Source: an optimization exercise on an open RTL-to-GDS flow (aim: small area, a short achievable clock period and few clock cycles per item). Production flows keep margins and buffers that such runs may drop.
At most, simulation tests tie the RTL to the original design; equivalence was not proved.
No activity file was given, so power comes from the tool's default toggle rates.

Setup of job 101:
==> module lzss_dec, before the edit <==
module lzss_dec (
    input  wire       clk,
    input  wire       rst,
    input  wire       in_valid,
    input  wire [7:0] in_data,
    input  wire       in_last,
    output wire       in_ready,
    output wire       out_valid,
    output wire [7:0] out_data,
    input  wire       out_ready,
    output wire       done
);
    reg  [31:0]   bb;         
    reg  [5:0]    bcnt;       
    reg           last_seen;  
    reg           in_rdy;
    reg           done_r;
    reg           a_v;        
    reg           a_lit;
    reg           a_last;     
    reg  [7:0]    a_byte;     
    reg  [3:0]    a_cnt;      
    reg  [8:0]    a_pos;      
    reg           a_fix;      
    reg           a_d1;       
    reg           b_v;
    reg           b_lit;
    reg  [7:0]    b_byte;
    reg           b_d1;
    reg  [3:0]    b_lo;
    reg  [127:0]  b_blk;      
    reg  [4095:0] win;        
    reg           ov, sv;
    reg  [7:0]    od, sd;
    wire emit   = b_v && !sv;
    wire b_free = !b_v || !sv;
    wire issue  = a_v && b_free;
    wire a_done = issue && a_last;
    wire a_free = !a_v || a_done;
    wire b_v_n  = (b_v && sv) || issue;
    wire [7:0] blk_byte = b_blk[{b_lo, 3'b000} +: 8];
    wire [7:0] ebyte    = b_lit ? b_byte : (b_d1 ? win[7:0] : blk_byte);
    wire       top    = bb[31];
    wire       tok_ok = (bcnt >= 6'd9) && (top || bcnt >= 6'd14);
    wire       a_load = tok_ok && a_free;
    wire       ld_lit = a_load && top;
    wire       ld_ref = a_load && !top;
    wire [8:0] t_idx  = bb[30:22];
    wire [8:0] t_idx1 = t_idx - 9'd1;
    wire [3:0] t_cnt  = bb[21:18];
    wire   take_in = in_valid && in_rdy;
    wire [31:0] ins    = {in_data, 24'd0} >> bcnt;
    wire [31:0] imask  = {8'hFF, 24'd0} >> bcnt;
    wire [31:0] bb_i   = take_in ? ((bb & ~imask) | ins) : bb;
    wire [31:0] bb_n   = ld_lit ? {bb_i[22:0], 9'd0}
                       : ld_ref ? {bb_i[17:0], 14'd0} : bb_i;
    wire [5:0]  bcnt_i = take_in ? bcnt + 6'd8 : bcnt;
    wire [5:0]  bcnt_n = bcnt_i - (ld_lit ? 6'd9 : ld_ref ? 6'd14 : 6'd0);
    wire fin = last_seen && !tok_ok && !a_v && !b_v && !sv && (!ov || out_ready);
    wire last_n = !fin && (last_seen || (take_in && in_last));
    assign in_ready  = in_rdy;
    assign done      = done_r;
    assign out_valid = ov;
    assign out_data  = od;
    wire [31:0]  hsel = 32'd1 << a_pos[8:4];
    reg  [127:0] blk_rd;
    integer h;
    always @(*) begin
        blk_rd = 128'd0;
        for (h = 0; h < 32; h = h + 1)
            blk_rd = blk_rd | (win[h*128 +: 128] & {128{hsel[h]}});
    end
    always @(posedge clk) begin
        if (rst) begin
            bcnt      <= 6'd0;
            last_seen <= 1'b0;
            in_rdy    <= 1'b1;
            done_r    <= 1'b0;
            a_v       <= 1'b0;
            b_v       <= 1'b0;
            ov        <= 1'b0;
            sv        <= 1'b0;
        end else begin
            bb        <= bb_n;
            bcnt      <= fin ? 6'd0 : bcnt_n;
            last_seen <= last_n;
            in_rdy    <= !last_n && (fin || bcnt_n <= 6'd24);
            done_r    <= fin;
            if (a_load) begin
                a_v    <= 1'b1;
                a_lit  <= top;
                a_last <= top || (t_cnt == 4'd0);
                a_byte <= bb[30:23];
                a_cnt  <= t_cnt;
                a_d1   <= (t_idx == 9'd0);
                a_pos  <= b_v_n ? t_idx1 : t_idx;
                a_fix  <= !b_v_n;
            end else if (issue) begin
                a_cnt  <= a_cnt - 4'd1;
                a_last <= (a_cnt == 4'd1);
                if (a_fix)
                    a_pos <= a_pos - 9'd1;
                a_fix  <= 1'b0;
                if (a_done)
                    a_v <= 1'b0;
            end
            b_v <= b_v_n;
            if (ov && !out_ready) begin
                if (emit)
                    sv <= 1'b1;
            end else if (sv) begin
                ov <= 1'b1;
                sv <= 1'b0;
            end else begin
                ov <= emit;
            end
        end
    end
    always @(posedge clk) begin
        if (issue) begin
            b_lit  <= a_lit;
            b_byte <= a_byte;
            b_d1   <= a_d1;
            b_lo   <= a_pos[3:0];
            b_blk  <= blk_rd;
        end
        if (emit)
            win <= {win[4087:0], ebyte};
        if (ov && !out_ready) begin
            if (emit)
                sd <= ebyte;
        end else if (sv) begin
            od <= sd;
        end else if (emit) begin
            od <= ebyte;
        end
    end
endmodule
clock: 7.0 ns
lec_check: 0
abc_clock_period_in_ps: 3000
cap_margin: 20
core_margin: 2
core_utilization: 40
setup_slack_margin: 3.5
slew_margin: 20
run.sh (not shown) runs the stock make flow with config.mk's settings and CLKGATE_MAP_FILE= SYNTH_SCRIPT=/design/flow/synth_recipe.tcl, a recipe that flattens the netlist after the stock synthesis.
Inputs modified between job 101 and job 102:
--- a/flow/design.v
+++ b/flow/design.v
@@ -28,11 +28,11 @@
     reg  [7:0]    b_byte;
     reg           b_d1;
-    reg  [3:0]    b_lo;
-    reg  [127:0]  b_blk;      
+    reg  [2:0]    b_lo;
+    reg  [63:0]   b_blk;      
     reg  [4095:0] win;        
     reg           ov, sv;
     reg  [7:0]    od, sd;
     wire emit   = b_v && !sv;
-    wire b_free = !b_v || !sv;
+    wire b_free = !(b_v && sv);
     wire issue  = a_v && b_free;
     wire a_done = issue && a_last;
@@ -55,6 +55,12 @@
     wire [31:0] bb_n   = ld_lit ? {bb_i[22:0], 9'd0}
                        : ld_ref ? {bb_i[17:0], 14'd0} : bb_i;
-    wire [5:0]  bcnt_i = take_in ? bcnt + 6'd8 : bcnt;
-    wire [5:0]  bcnt_n = bcnt_i - (ld_lit ? 6'd9 : ld_ref ? 6'd14 : 6'd0);
+    wire [5:0]  bc_p8  = bcnt + 6'd8;
+    wire [5:0]  bc_m1  = bcnt - 6'd1;
+    wire [5:0]  bc_m6  = bcnt - 6'd6;
+    wire [5:0]  bc_m9  = bcnt - 6'd9;
+    wire [5:0]  bc_m14 = bcnt - 6'd14;
+    wire [5:0]  bcnt_n = take_in ? (ld_lit ? bc_m1 : ld_ref ? bc_m6 : bc_p8)
+                                 : (ld_lit ? bc_m9 : ld_ref ? bc_m14 : bcnt);
+    wire        room_n = a_load || (take_in ? (bcnt <= 6'd16) : (bcnt <= 6'd24));
     wire fin = last_seen && !tok_ok && !a_v && !b_v && !sv && (!ov || out_ready);
     wire last_n = !fin && (last_seen || (take_in && in_last));
@@ -63,11 +69,11 @@
     assign out_valid = ov;
     assign out_data  = od;
-    wire [31:0]  hsel = 32'd1 << a_pos[8:4];
-    reg  [127:0] blk_rd;
+    wire [63:0]  hsel = 64'd1 << a_pos[8:3];
+    reg  [63:0]  blk_rd;
     integer h;
     always @(*) begin
-        blk_rd = 128'd0;
-        for (h = 0; h < 32; h = h + 1)
-            blk_rd = blk_rd | (win[h*128 +: 128] & {128{hsel[h]}});
+        blk_rd = 64'd0;
+        for (h = 0; h < 64; h = h + 1)
+            blk_rd = blk_rd | (win[h*64 +: 64] & {64{hsel[h]}});
     end
     always @(posedge clk) begin
@@ -85,5 +91,5 @@
             bcnt      <= fin ? 6'd0 : bcnt_n;
             last_seen <= last_n;
-            in_rdy    <= !last_n && (fin || bcnt_n <= 6'd24);
+            in_rdy    <= !last_n && (fin || room_n);
             done_r    <= fin;
             if (a_load) begin
@@ -122,5 +128,5 @@
             b_byte <= a_byte;
             b_d1   <= a_d1;
-            b_lo   <= a_pos[3:0];
+            b_lo   <= a_pos[2:0];
             b_blk  <= blk_rd;
         end
### Flow results
Job 102 vs job 101: met1 wire length up. When job 102 is set beside job 101, its routed wire length turns out to be 42% larger. Worst setup path startpoint = a_pos[7]: job 102; worst setup path startpoint = b_lo[0]: job 101. The flow did not stop early for job 102: all stages ran, and the layout cleared the timing, DRC and antenna checks. Compared with job 101, in job 102 quantity of gates resized following cts now sits higher; final non-filler cell area now larger; non-clock buffer count now larger. In job 102 the number of buffers inserted to repair setup after CTS turned out 49 higher than in job 101. Re met3 demand-to-capacity share in global routing: job 101 and job 102 aren't equal, and the lower value belongs to job 101.
Function was not checked in any run of this note: the RTL went through the layout flow alone.

---

## the previous run
The RTL this note starts from:
==> flow/design.v <==
module lzss_dec (
    input  wire       clk,
    input  wire       rst,
    input  wire       in_valid,
    input  wire [7:0] in_data,
    input  wire       in_last,
    output wire       in_ready,
    output wire       out_valid,
    output wire [7:0] out_data,
    input  wire       out_ready,
    output wire       done
);
    reg  [31:0]   bb;         
    reg  [5:0]    bcnt;       
    reg           last_seen;  
    reg           in_rdy;
    reg           done_r;
    reg           a_v;        
    reg           a_lit;
    reg           a_last;     
    reg  [7:0]    a_byte;     
    reg  [3:0]    a_cnt;      
    reg  [8:0]    a_idx;      
    reg  [31:0]   a_hsel;     
    reg  [15:0]   a_lsel;     
    reg  [4095:0] win;        
    reg           ov, sv;
    reg           go;         
    reg  [7:0]    od;
    reg  [127:0] blk;
    reg  [7:0]   rd;
    integer h, l;
    always @(*) begin
        blk = 128'd0;
        for (h = 0; h < 32; h = h + 1)
            blk = blk | (win[h*128 +: 128] & {128{a_hsel[h]}});
        rd = 8'd0;
        for (l = 0; l < 16; l = l + 1)
            rd = rd | (blk[l*8 +: 8] & {8{a_lsel[l]}});
    end
    wire emit   = go;
    wire a_done = emit && a_last;
    wire a_free = !a_v || a_done;
    wire [7:0] ebyte = a_lit ? a_byte : rd;
    wire       top    = bb[31];
    wire       tok_ok = (bcnt >= 6'd9) && (top || bcnt >= 6'd14);
    wire       a_load = tok_ok && a_free;
    wire       ld_lit = a_load && top;
    wire       ld_ref = a_load && !top;
    wire [8:0] t_idx  = bb[30:22];
    wire [3:0] t_cnt  = bb[21:18];
    wire   take_in = in_valid && in_rdy;
    wire [31:0] ins    = {in_data, 24'd0} >> bcnt;
    wire [31:0] imask  = {8'hFF, 24'd0} >> bcnt;
    wire [31:0] bb_w   = (bb & ~imask) | ins;
    wire [31:0] bb_nw  = ld_lit ? {bb_w[22:0], 9'd0}
                       : ld_ref ? {bb_w[17:0], 14'd0} : bb_w;
    wire [31:0] bb_nn  = ld_lit ? {bb[22:0], 9'd0}
                       : ld_ref ? {bb[17:0], 14'd0} : bb;
    wire [31:0] bb_n   = take_in ? bb_nw : bb_nn;
    wire [5:0]  bc_p8  = bcnt + 6'd8;
    wire [5:0]  bc_m1  = bcnt - 6'd1;
    wire [5:0]  bc_m6  = bcnt - 6'd6;
    wire [5:0]  bc_m9  = bcnt - 6'd9;
    wire [5:0]  bc_m14 = bcnt - 6'd14;
    wire [5:0]  bcnt_n = take_in ? (ld_lit ? bc_m1 : ld_ref ? bc_m6 : bc_p8)
                                 : (ld_lit ? bc_m9 : ld_ref ? bc_m14 : bcnt);
    wire        room_n = a_load || (take_in ? (bcnt <= 6'd16) : (bcnt <= 6'd24));
    wire stall  = ov && !out_ready;
    wire a_v_n  = a_load || (a_v && !a_done);
    wire sv_n   = stall && (sv || emit);
    wire ov_n   = stall || sv || emit;
    wire fin = last_seen && !tok_ok && !a_v && !sv && (!ov || out_ready);
    wire last_n = !fin && (last_seen || (take_in && in_last));
    assign in_ready  = in_rdy;
    assign done      = done_r;
    assign out_valid = ov;
    assign out_data  = od;
    always @(posedge clk) begin
        if (rst) begin
            bcnt      <= 6'd0;
            last_seen <= 1'b0;
            in_rdy    <= 1'b1;
            done_r    <= 1'b0;
            a_v       <= 1'b0;
            ov        <= 1'b0;
            sv        <= 1'b0;
            go        <= 1'b0;
        end else begin
            bb        <= bb_n;
            bcnt      <= fin ? 6'd0 : bcnt_n;
            last_seen <= last_n;
            in_rdy    <= !last_n && (fin || room_n);
            done_r    <= fin;
            a_v <= a_v_n;
            sv  <= sv_n;
            ov  <= ov_n;
            go  <= a_v_n && !sv_n;
            if (a_load) begin
                a_lit  <= top;
                a_last <= top || (t_cnt == 4'd0);
                a_byte <= bb[30:23];
                a_cnt  <= t_cnt;
            end else if (emit) begin
                a_cnt  <= a_cnt - 4'd1;
                a_last <= (a_cnt == 4'd1);
            end
        end
    end
    always @(posedge clk) begin
        a_idx  <= a_load ? t_idx : a_idx;
        a_hsel <= a_load ? 32'd1 << t_idx[8:4] : 32'd1 << a_idx[8:4];
        a_lsel <= a_load ? 16'd1 << t_idx[3:0] : 16'd1 << a_idx[3:0];
        if (emit)
            win <= {win[4087:0], ebyte};
        if (stall)
            od <= sv ? win[15:8] : win[7:0];
        else
            od <= sv ? win[7:0] : ebyte;
    end
endmodule
==> flow/config.mk <==
export PLATFORM = sky130hd
export DESIGN_NAME = lzss_dec
export DESIGN_NICKNAME = lzss_dec
export VERILOG_FILES = /design/flow/design.v
export SDC_FILE = /design/flow/constraint.sdc
export NUM_CORES = 4
export LEC_CHECK = 0
export ABC_CLOCK_PERIOD_IN_PS = 3000
export CAP_MARGIN = 20
export CORE_MARGIN = 2
export CORE_UTILIZATION = 40
export CTS_CLUSTER_DIAMETER = 100
export CTS_CLUSTER_SIZE = 24
export SETUP_SLACK_MARGIN = 4.0
export SLEW_MARGIN = 20
==> flow/constraint.sdc <==
create_clock -name core_clock -period 7.0 [get_ports {clk}]
set_input_delay 1.4000 -clock core_clock [delete_from_list [all_inputs] [get_ports {clk}]]
set_output_delay 1.4000 -clock core_clock [all_outputs]
set_load 0.01 [all_outputs]
standard.sh (not shown) runs the stock make flow with config.mk's settings and CLKGATE_MAP_FILE= SYNTH_SCRIPT=/design/flow/synth_recipe.tcl, a recipe that flattens the netlist after the stock synthesis.
==> flow/flow/run.sh <==
#!/bin/bash
set -euo pipefail
export BUFFER_PORTS_ARGS="-buffer_cell sky130_fd_sc_hd__buf_2"
bash standard.sh > standard_make.log 2>&1
Relative to the previous run, the following input files were edited for the current run:
-- flow/design.v --
<<< the previous run, line 13
    reg  [31:0]   bb;         
    reg  [5:0]    bcnt;       
    reg           last_seen;  
    reg           in_rdy;
>>> the current run, line 13
    reg  [31:0]   bb;         
    reg  [5:0]    bcnt;       
    reg           tok_ok;     
    reg           last_seen;  
    reg           in_rdy;
<<< the previous run, line 44
    wire [7:0] ebyte = a_lit ? a_byte : rd;
    wire       top    = bb[31];
    wire       tok_ok = (bcnt >= 6'd9) && (top || bcnt >= 6'd14);
    wire       a_load = tok_ok && a_free;
    wire       ld_lit = a_load && top;
>>> the current run, line 45
    wire [7:0] ebyte = a_lit ? a_byte : rd;
    wire       top    = bb[31];
    wire       a_load = tok_ok && a_free;
    wire       ld_lit = a_load && top;
<<< the previous run, line 80
        if (rst) begin
            bcnt      <= 6'd0;
            last_seen <= 1'b0;
            in_rdy    <= 1'b1;
>>> the current run, line 80
        if (rst) begin
            bcnt      <= 6'd0;
            tok_ok    <= 1'b0;
            last_seen <= 1'b0;
            in_rdy    <= 1'b1;
<<< the previous run, line 90
            bb        <= bb_n;
            bcnt      <= fin ? 6'd0 : bcnt_n;
            last_seen <= last_n;
            in_rdy    <= !last_n && (fin || room_n);
>>> the current run, line 91
            bb        <= bb_n;
            bcnt      <= fin ? 6'd0 : bcnt_n;
            tok_ok    <= !fin && (bcnt_n >= 6'd9) && (bb_n[31] || bcnt_n >= 6'd14);
            last_seen <= last_n;
            in_rdy    <= !last_n && (fin || room_n);
--- outcome ---
Having completed the whole flow, the current run delivered a layout that passed the timing, DRC and antenna checks.
Routed wire length for the current run: about 4.5% up relative to the previous run
Compared with the previous run, in the current run die height held steady, global placer's final weighted congestion increased by 0.036 relative to the old numbers, maximum clock frequency now smaller, signed area change from the synthesized netlist to the final layout saw an increase, final core utilization increased by 0.63 points relative to the old numbers.
Area of all placed cells without fillers of the current run exceeds that of the previous run slightly.
On final count of negative-setup-slack endpoints, the current run and the previous run are neck and neck.
Area fraction in and, or, nand and nor cells after synthesis in the current run vs the previous run: up 0.19 points
Combinational power (the current run vs. the previous run) decreases by more than a quarter
[the current run vs the previous run] sequential share of layout area: lower in the current run
| setup slack | lower: the current run |
Testbench counts of the current run, summed over its fixed seeds: cycles 78,221, items 77,597.
For the previous run, only the layout was checked, not whether the RTL still works.

## afterwards: timing with drivers on the ports
The results above use ideal ports. As a check the final layouts listed here were re-extracted and re-timed, cells and wires unchanged. Step 1 (the two cells are an assumption about what drives the block):
set clk [get_ports {clk}]
set_driving_cell -lib_cell sky130_fd_sc_hd__clkbuf_16 $clk
set_driving_cell -lib_cell sky130_fd_sc_hd__buf_2 [delete_from_list [all_inputs] $clk]
Step 2 times the ports against the registers' clock, not the clock port: input delays grow and output delays shrink by t, the midpoint of the rising clock arrivals with the driver on. Three values: no drivers, after step 1, after step 2; two values: the first two.
| run | t, ns | setup slack, ns | worst data-port slew with drivers (ns) |
|---|---|---|---|
| job 101 | 1.038 | 3.499 / 3.491 / 2.654 | 0.03 |
| job 102 | 1.095 | 3.270 / 3.270 / 2.676 | 0.03 |
| the previous run | 1.046 | 3.856 / 3.856 / 3.169 | 0.04 |
| the current run | 1.047 | 3.718 / 3.718 / 3.391 | 0.03 |
After both steps setup and hold are still met in every run listed. The setup slack of job 101, which loses most, moves by -0.008 ns with the drivers and by -0.845 ns with both steps.
